What follows belongs to an exercise in optimizing a design on an open flow for small area; a production flow would make more cautious choices.
Only simulation tests tie the RTL to the original design; equivalence was not proved.
No activity file was given, so power comes from the tool's default toggle rates.

==> wip/tundra <==
==> flow/design.v <==
module sseq (
    input  wire        clk,
    input  wire        rst,           
    input  wire        cmd_valid,
    output wire        cmd_ready,
    input  wire [15:0] cmd_word,
    output reg         rsp_valid,
    output wire [2:0]  rsp_code,
    output wire        bw_valid,
    output wire [7:0]  bw_ba,
    output wire [7:0]  bw_reg,
    output wire [7:0]  bw_val,
    input  wire        bw_done,
    input  wire        bw_err,        
    input  wire        tick_ms,
    output wire [7:0]  busaddr_q,
    output wire        init_q,
    output wire        busy_q,
    output wire [2:0]  lasterr_q,
    output wire        errsticky_q
);
    localparam [2:0] K_SET     = 3'd0;    
    localparam [2:0] K_STOP    = 3'd1;    
    localparam [2:0] K_STOPALL = 3'd2;
    localparam [2:0] K_IDLE    = 3'd3;
    reg  [2:0] kind;
    reg  [5:0] pc;           
    reg  [7:0] deg;          
    reg  [7:0] busaddr;
    reg        init;
    reg  [1:0] lasterr;
    reg        errsticky;
    wire       busy = (kind != K_IDLE);
    wire [4:0] step = pc[5:1];
    wire       half = pc[0];
    assign cmd_ready   = ~busy;
    assign busy_q      = busy;
    assign busaddr_q   = busaddr;
    assign bw_ba       = busaddr;
    assign init_q      = init;
    assign lasterr_q   = {1'b0, lasterr};
    assign rsp_code    = {1'b0, lasterr};
    assign errsticky_q = errsticky;
    wire [15:0] cw = cmd_word;
    wire is_setaddr = cw[15:8] == 8'h10;
    wire is_setch   = cw[15:11] == 5'b00100;
    wire is_stopch  = cw[15:11] == 5'b00110 && cw[7:0] == 8'h00;
    wire is_stopall = cw == 16'h4000;
    wire is_setlimb = cw[15:11] == 5'b01010;
    wire is_man     = cw[11:0] == 12'h000 &&
                      (cw[15:12] == 4'h6 || cw[15:12] == 4'h7 ||
                       cw[15:12] == 4'h8 || cw[15:12] == 4'h9);
    wire is_set     = is_setch || is_setlimb;
    wire bad_angle  = cw[7:0] > 8'd180;
    reg [1:0] pre_code;
    always @(*) begin
        if (is_set)
            pre_code = bad_angle ? 2'd2 : 2'd0;
        else if (is_stopch || is_stopall)
            pre_code = init ? 2'd0 : 2'd3;
        else if (is_setaddr || is_man)
            pre_code = 2'd0;
        else
            pre_code = 2'd1;
    end
    wire go_busy = (is_set && !bad_angle) || ((is_stopch || is_stopall) && init) || is_man;
    wire need_init = !init && (is_set || is_man);
    reg [2:0] acc_ch;
    always @(*) begin
        if (is_setlimb)
            case (cw[10:8])
                3'd0: acc_ch = 3'd5;  3'd1: acc_ch = 3'd4;
                3'd2: acc_ch = 3'd6;  3'd3: acc_ch = 3'd7;
                3'd4: acc_ch = 3'd1;  3'd5: acc_ch = 3'd0;
                3'd6: acc_ch = 3'd2;  default: acc_ch = 3'd3;
            endcase
        else if (is_set || is_stopch)
            acc_ch = cw[10:8];
        else
            acc_ch = 3'd0;
    end
    reg [2:0] acc_kind;
    always @(*) begin
        if (is_set)          acc_kind = K_SET;
        else if (is_stopch)  acc_kind = K_STOP;
        else if (is_stopall) acc_kind = K_STOPALL;
        else                 acc_kind = {1'b1, cw[15], cw[12]};
    end
    reg [13:0] rom;
    always @(*) begin
        case ({kind[1:0], step})
            7'd3: rom = {1'b0, 1'b0, 3'd4, 9'd272};
            7'd4: rom = {1'b0, 1'b0, 3'd7, 9'd272};
            7'd5: rom = {1'b0, 1'b0, 3'd0, 9'd272};
            7'd6: rom = {1'b0, 1'b0, 3'd3, 9'd272};
            7'd7: rom = {1'b0, 1'b0, 3'd5, 9'd272};
            7'd8: rom = {1'b0, 1'b0, 3'd6, 9'd272};
            7'd9: rom = {1'b0, 1'b0, 3'd1, 9'd272};
            7'd10: rom = {1'b0, 1'b1, 3'd2, 9'd272};
            7'd35: rom = {1'b0, 1'b0, 3'd3, 9'd385};
            7'd36: rom = {1'b0, 1'b0, 3'd2, 9'd385};
            7'd37: rom = {1'b0, 1'b0, 3'd3, 9'd272};
            7'd38: rom = {1'b1, 1'b0, 3'd0, 9'd0};
            7'd39: rom = {1'b0, 1'b0, 3'd7, 9'd158};
            7'd40: rom = {1'b0, 1'b0, 3'd6, 9'd158};
            7'd41: rom = {1'b0, 1'b0, 3'd7, 9'd272};
            7'd42: rom = {1'b1, 1'b0, 3'd0, 9'd0};
            7'd43: rom = {1'b0, 1'b0, 3'd4, 9'd158};
            7'd44: rom = {1'b0, 1'b0, 3'd0, 9'd158};
            7'd45: rom = {1'b0, 1'b0, 3'd5, 9'd385};
            7'd46: rom = {1'b0, 1'b0, 3'd1, 9'd385};
            7'd47: rom = {1'b0, 1'b0, 3'd4, 9'd272};
            7'd48: rom = {1'b0, 1'b0, 3'd0, 9'd272};
            7'd49: rom = {1'b1, 1'b0, 3'd0, 9'd0};
            7'd50: rom = {1'b0, 1'b0, 3'd7, 9'd158};
            7'd51: rom = {1'b0, 1'b0, 3'd3, 9'd385};
            7'd52: rom = {1'b0, 1'b0, 3'd6, 9'd272};
            7'd53: rom = {1'b0, 1'b0, 3'd2, 9'd272};
            7'd54: rom = {1'b0, 1'b0, 3'd7, 9'd272};
            7'd55: rom = {1'b0, 1'b0, 3'd3, 9'd272};
            7'd56: rom = {1'b1, 1'b1, 3'd0, 9'd0};
            7'd67: rom = {1'b0, 1'b0, 3'd4, 9'd357};
            7'd68: rom = {1'b0, 1'b0, 3'd5, 9'd187};
            7'd69: rom = {1'b1, 1'b0, 3'd0, 9'd0};
            7'd70: rom = {1'b0, 1'b0, 3'd4, 9'd272};
            7'd71: rom = {1'b1, 1'b0, 3'd0, 9'd0};
            7'd72: rom = {1'b0, 1'b0, 3'd0, 9'd357};
            7'd73: rom = {1'b0, 1'b0, 3'd1, 9'd187};
            7'd74: rom = {1'b1, 1'b0, 3'd0, 9'd0};
            7'd75: rom = {1'b0, 1'b0, 3'd0, 9'd272};
            7'd76: rom = {1'b1, 1'b0, 3'd0, 9'd0};
            7'd77: rom = {1'b0, 1'b0, 3'd3, 9'd357};
            7'd78: rom = {1'b0, 1'b0, 3'd2, 9'd187};
            7'd79: rom = {1'b1, 1'b0, 3'd0, 9'd0};
            7'd80: rom = {1'b0, 1'b0, 3'd3, 9'd272};
            7'd81: rom = {1'b1, 1'b0, 3'd0, 9'd0};
            7'd82: rom = {1'b0, 1'b0, 3'd7, 9'd357};
            7'd83: rom = {1'b0, 1'b0, 3'd6, 9'd187};
            7'd84: rom = {1'b1, 1'b0, 3'd0, 9'd0};
            7'd85: rom = {1'b0, 1'b0, 3'd7, 9'd272};
            7'd86: rom = {1'b1, 1'b0, 3'd0, 9'd0};
            7'd87: rom = {1'b0, 1'b0, 3'd4, 9'd272};
            7'd88: rom = {1'b0, 1'b0, 3'd7, 9'd272};
            7'd89: rom = {1'b0, 1'b0, 3'd0, 9'd272};
            7'd90: rom = {1'b0, 1'b0, 3'd3, 9'd272};
            7'd91: rom = {1'b0, 1'b0, 3'd5, 9'd272};
            7'd92: rom = {1'b0, 1'b0, 3'd6, 9'd272};
            7'd93: rom = {1'b0, 1'b0, 3'd1, 9'd272};
            7'd94: rom = {1'b0, 1'b0, 3'd2, 9'd272};
            7'd95: rom = {1'b1, 1'b1, 3'd0, 9'd0};
            7'd99: rom = {1'b0, 1'b0, 3'd7, 9'd187};
            7'd100: rom = {1'b0, 1'b0, 3'd6, 9'd357};
            7'd101: rom = {1'b1, 1'b0, 3'd0, 9'd0};
            7'd102: rom = {1'b0, 1'b0, 3'd7, 9'd272};
            7'd103: rom = {1'b1, 1'b0, 3'd0, 9'd0};
            7'd104: rom = {1'b0, 1'b0, 3'd3, 9'd187};
            7'd105: rom = {1'b0, 1'b0, 3'd2, 9'd357};
            7'd106: rom = {1'b1, 1'b0, 3'd0, 9'd0};
            7'd107: rom = {1'b0, 1'b0, 3'd3, 9'd272};
            7'd108: rom = {1'b1, 1'b0, 3'd0, 9'd0};
            7'd109: rom = {1'b0, 1'b0, 3'd0, 9'd187};
            7'd110: rom = {1'b0, 1'b0, 3'd1, 9'd357};
            7'd111: rom = {1'b1, 1'b0, 3'd0, 9'd0};
            7'd112: rom = {1'b0, 1'b0, 3'd0, 9'd272};
            7'd113: rom = {1'b1, 1'b0, 3'd0, 9'd0};
            7'd114: rom = {1'b0, 1'b0, 3'd4, 9'd187};
            7'd115: rom = {1'b0, 1'b0, 3'd5, 9'd357};
            7'd116: rom = {1'b1, 1'b0, 3'd0, 9'd0};
            7'd117: rom = {1'b0, 1'b0, 3'd4, 9'd272};
            7'd118: rom = {1'b1, 1'b0, 3'd0, 9'd0};
            7'd119: rom = {1'b0, 1'b0, 3'd4, 9'd272};
            7'd120: rom = {1'b0, 1'b0, 3'd7, 9'd272};
            7'd121: rom = {1'b0, 1'b0, 3'd0, 9'd272};
            7'd122: rom = {1'b0, 1'b0, 3'd3, 9'd272};
            7'd123: rom = {1'b0, 1'b0, 3'd5, 9'd272};
            7'd124: rom = {1'b0, 1'b0, 3'd6, 9'd272};
            7'd125: rom = {1'b0, 1'b0, 3'd1, 9'd272};
            7'd126: rom = {1'b0, 1'b0, 3'd2, 9'd272};
            7'd127: rom = {1'b1, 1'b1, 3'd0, 9'd0};
            default: rom = 14'd0;
        endcase
    end
    wire       rom_pz   = rom[13];
    wire       rom_last = rom[12];
    wire [2:0] rom_ch   = rom[11:9];
    wire [8:0] rom_p    = rom[8:0];
    wire [17:0] qt    = {10'd0, deg} * 18'd113 + 18'd984;
    wire [8:0]  pulse = {deg, 1'b0} + 9'd102 - {4'd0, qt[14:10]};
    wire        pulse_hi = deg >= 8'd82;
    wire setstop = (kind[2:1] == 2'b00);
    wire in_init = (step[1:0] != 2'd3) && (setstop || step[4:2] == 3'd0);
    wire is_pause = kind[2] && !in_init && rom_pz;
    wire [2:0] sa_ch = step[2:0] + 3'd5;           
    reg        last;
    reg [2:0]  ch;
    reg [7:0]  wval;
    always @(*) begin
        if (setstop) begin
            last = 1'b1;
            ch   = step[4:2];
            wval = (kind[0] == 1'b0) ? (half ? {7'd0, pulse_hi} : pulse[7:0]) : 8'h00;
        end else if (kind[2] == 1'b0) begin
            last = (step == 5'd10);
            ch   = sa_ch;
            wval = 8'h00;
        end else begin
            last = rom_last;
            ch   = rom_ch;
            wval = half ? {7'd0, rom_p[8]} : rom_p[7:0];
        end
    end
    reg [7:0] ireg, ival;
    always @(*) begin
        case ({step[1:0], half})
            3'b000:  begin ireg = 8'hFE; ival = 8'h79; end
            3'b001:  begin ireg = 8'hFA; ival = 8'h00; end
            3'b010:  begin ireg = 8'hFB; ival = 8'h00; end
            3'b011:  begin ireg = 8'hFC; ival = 8'h00; end
            3'b100:  begin ireg = 8'hFD; ival = 8'h00; end
            default: begin ireg = 8'h00; ival = 8'h01; end
        endcase
    end
    wire [3:0] ch2 = {1'b0, ch} + 4'd2;
    assign bw_valid = busy && !is_pause;
    assign bw_reg   = in_init ? ireg : {2'b00, ch2, 1'b0, half};
    assign bw_val   = in_init ? ival : wval;
    wire t99 = deg[6] & deg[5] & deg[1] & deg[0];    
    always @(posedge clk) begin
        if (rst) begin
            kind      <= K_IDLE;
            busaddr   <= 8'h40;
            init      <= 1'b0;
            lasterr   <= 2'd0;
            errsticky <= 1'b0;
            rsp_valid <= 1'b0;
        end else begin
            rsp_valid <= 1'b0;
            if (!busy) begin
                if (cmd_valid) begin
                    deg <= cw[7:0];
                    pc  <= {acc_ch, need_init ? 2'b00 : 2'b11, 1'b0};
                    if (go_busy) begin
                        kind <= acc_kind;
                    end else begin
                        rsp_valid <= 1'b1;
                        lasterr   <= pre_code;
                        if (pre_code != 2'd0)
                            errsticky <= 1'b1;
                        if (is_setaddr)
                            busaddr <= cw[7:0];
                    end
                end
            end else if (bw_valid ? bw_done : (half || (tick_ms && t99))) begin
                if (half && !in_init && last) begin
                    kind      <= K_IDLE;
                    rsp_valid <= 1'b1;
                    lasterr   <= 2'd0;
                    init      <= 1'b1;
                end else begin
                    pc <= pc + 6'd1;
                end
                if (!bw_valid)
                    deg <= 8'd0;
            end else if (!bw_valid && tick_ms) begin
                deg <= deg + 8'd1;
            end
        end
    end
endmodule
==> flow/run.sh <==
#!/bin/bash
# synth_recipe.tcl (not shown) runs the flow's synth.tcl, then flattens the netlist and writes it again
# the make line also repeats each setting of config.mk as NAME=value (left out here)
make -C /OpenROAD-flow-scripts/flow DESIGN_CONFIG=/design/flow/config.mk WORK_HOME=/design/flow/orfs CLKGATE_MAP_FILE= SYNTH_SCRIPT=/design/flow/synth_recipe.tcl finish
==> flow/config.mk <==
export PLATFORM = sky130hd
export DESIGN_NAME = sseq
export DESIGN_NICKNAME = sseq
export VERILOG_FILES = /design/flow/design.v
export SDC_FILE = /design/flow/constraint.sdc
export NUM_CORES = 4
export LEC_CHECK = 0
export CAP_MARGIN = 20
export CORE_MARGIN = 2
export CORE_UTILIZATION = 40
export SLEW_MARGIN = 20
==> flow/constraint.sdc <==
create_clock -name core_clock -period 20.0 [get_ports {clk}]
set_input_delay 4.0000 -clock core_clock [delete_from_list [all_inputs] [get_ports {clk}]]
set_output_delay 4.0000 -clock core_clock [all_outputs]
set_load 0.01 [all_outputs]
==> inputs of wip/delta, as changes to wip/tundra <==
--- a/flow/config.mk
+++ b/flow/config.mk
@@ -6,4 +6,5 @@
 export NUM_CORES = 4
 export LEC_CHECK = 0
+export ABC_AREA = 1
 export CAP_MARGIN = 20
 export CORE_MARGIN = 2
==> notes <==
Between wip/tundra and wip/delta, the lower maximum frequency is in wip/tundra (gap 7.8%, measured against wip/delta).
Clock power: wip/delta is smaller than wip/tundra (3.4%).
Between wip/tundra and wip/delta, the lower sequential power is in wip/tundra (gap about 6%, measured against wip/delta).
Register-to-register slack: wip/tundra is worse than wip/delta (0.62 ns).
In wip/delta the power is larger than in wip/tundra, by about 15%.
Of wip/delta and wip/tundra, wip/delta has the higher sequential share of layout area (gap 0.35 points).
Final cell count: wip/tundra is lower than wip/delta (12%).

re-timing with driven ports:
The results above use ideal ports. As a check the final layouts listed here were re-extracted and re-timed, cells and wires unchanged. Step 1: set_driving_cell puts a clkbuf_16 on clk and a buf_2 on each other input, an assumption about the parent block. Step 2 moves the port delays by t, midway between the first and last clock arrival at a register: inputs arrive t later, outputs are due t later. That takes back most of the time a late clock gives input paths. Three values: ideal ports, drivers, drivers and shift; two values: the first two.
run	t, ns	slack for setup (ns)	worst setup path at the end	slew at the worst register clock pin (ns)
wip/tundra	0.302	9.075 / 9.047 / 9.349	register to output	0.05 / 0.05
wip/delta	0.304	9.927 / 9.895 / 10.199	register to output	0.05 / 0.05
After both steps every run listed still meets setup and hold.
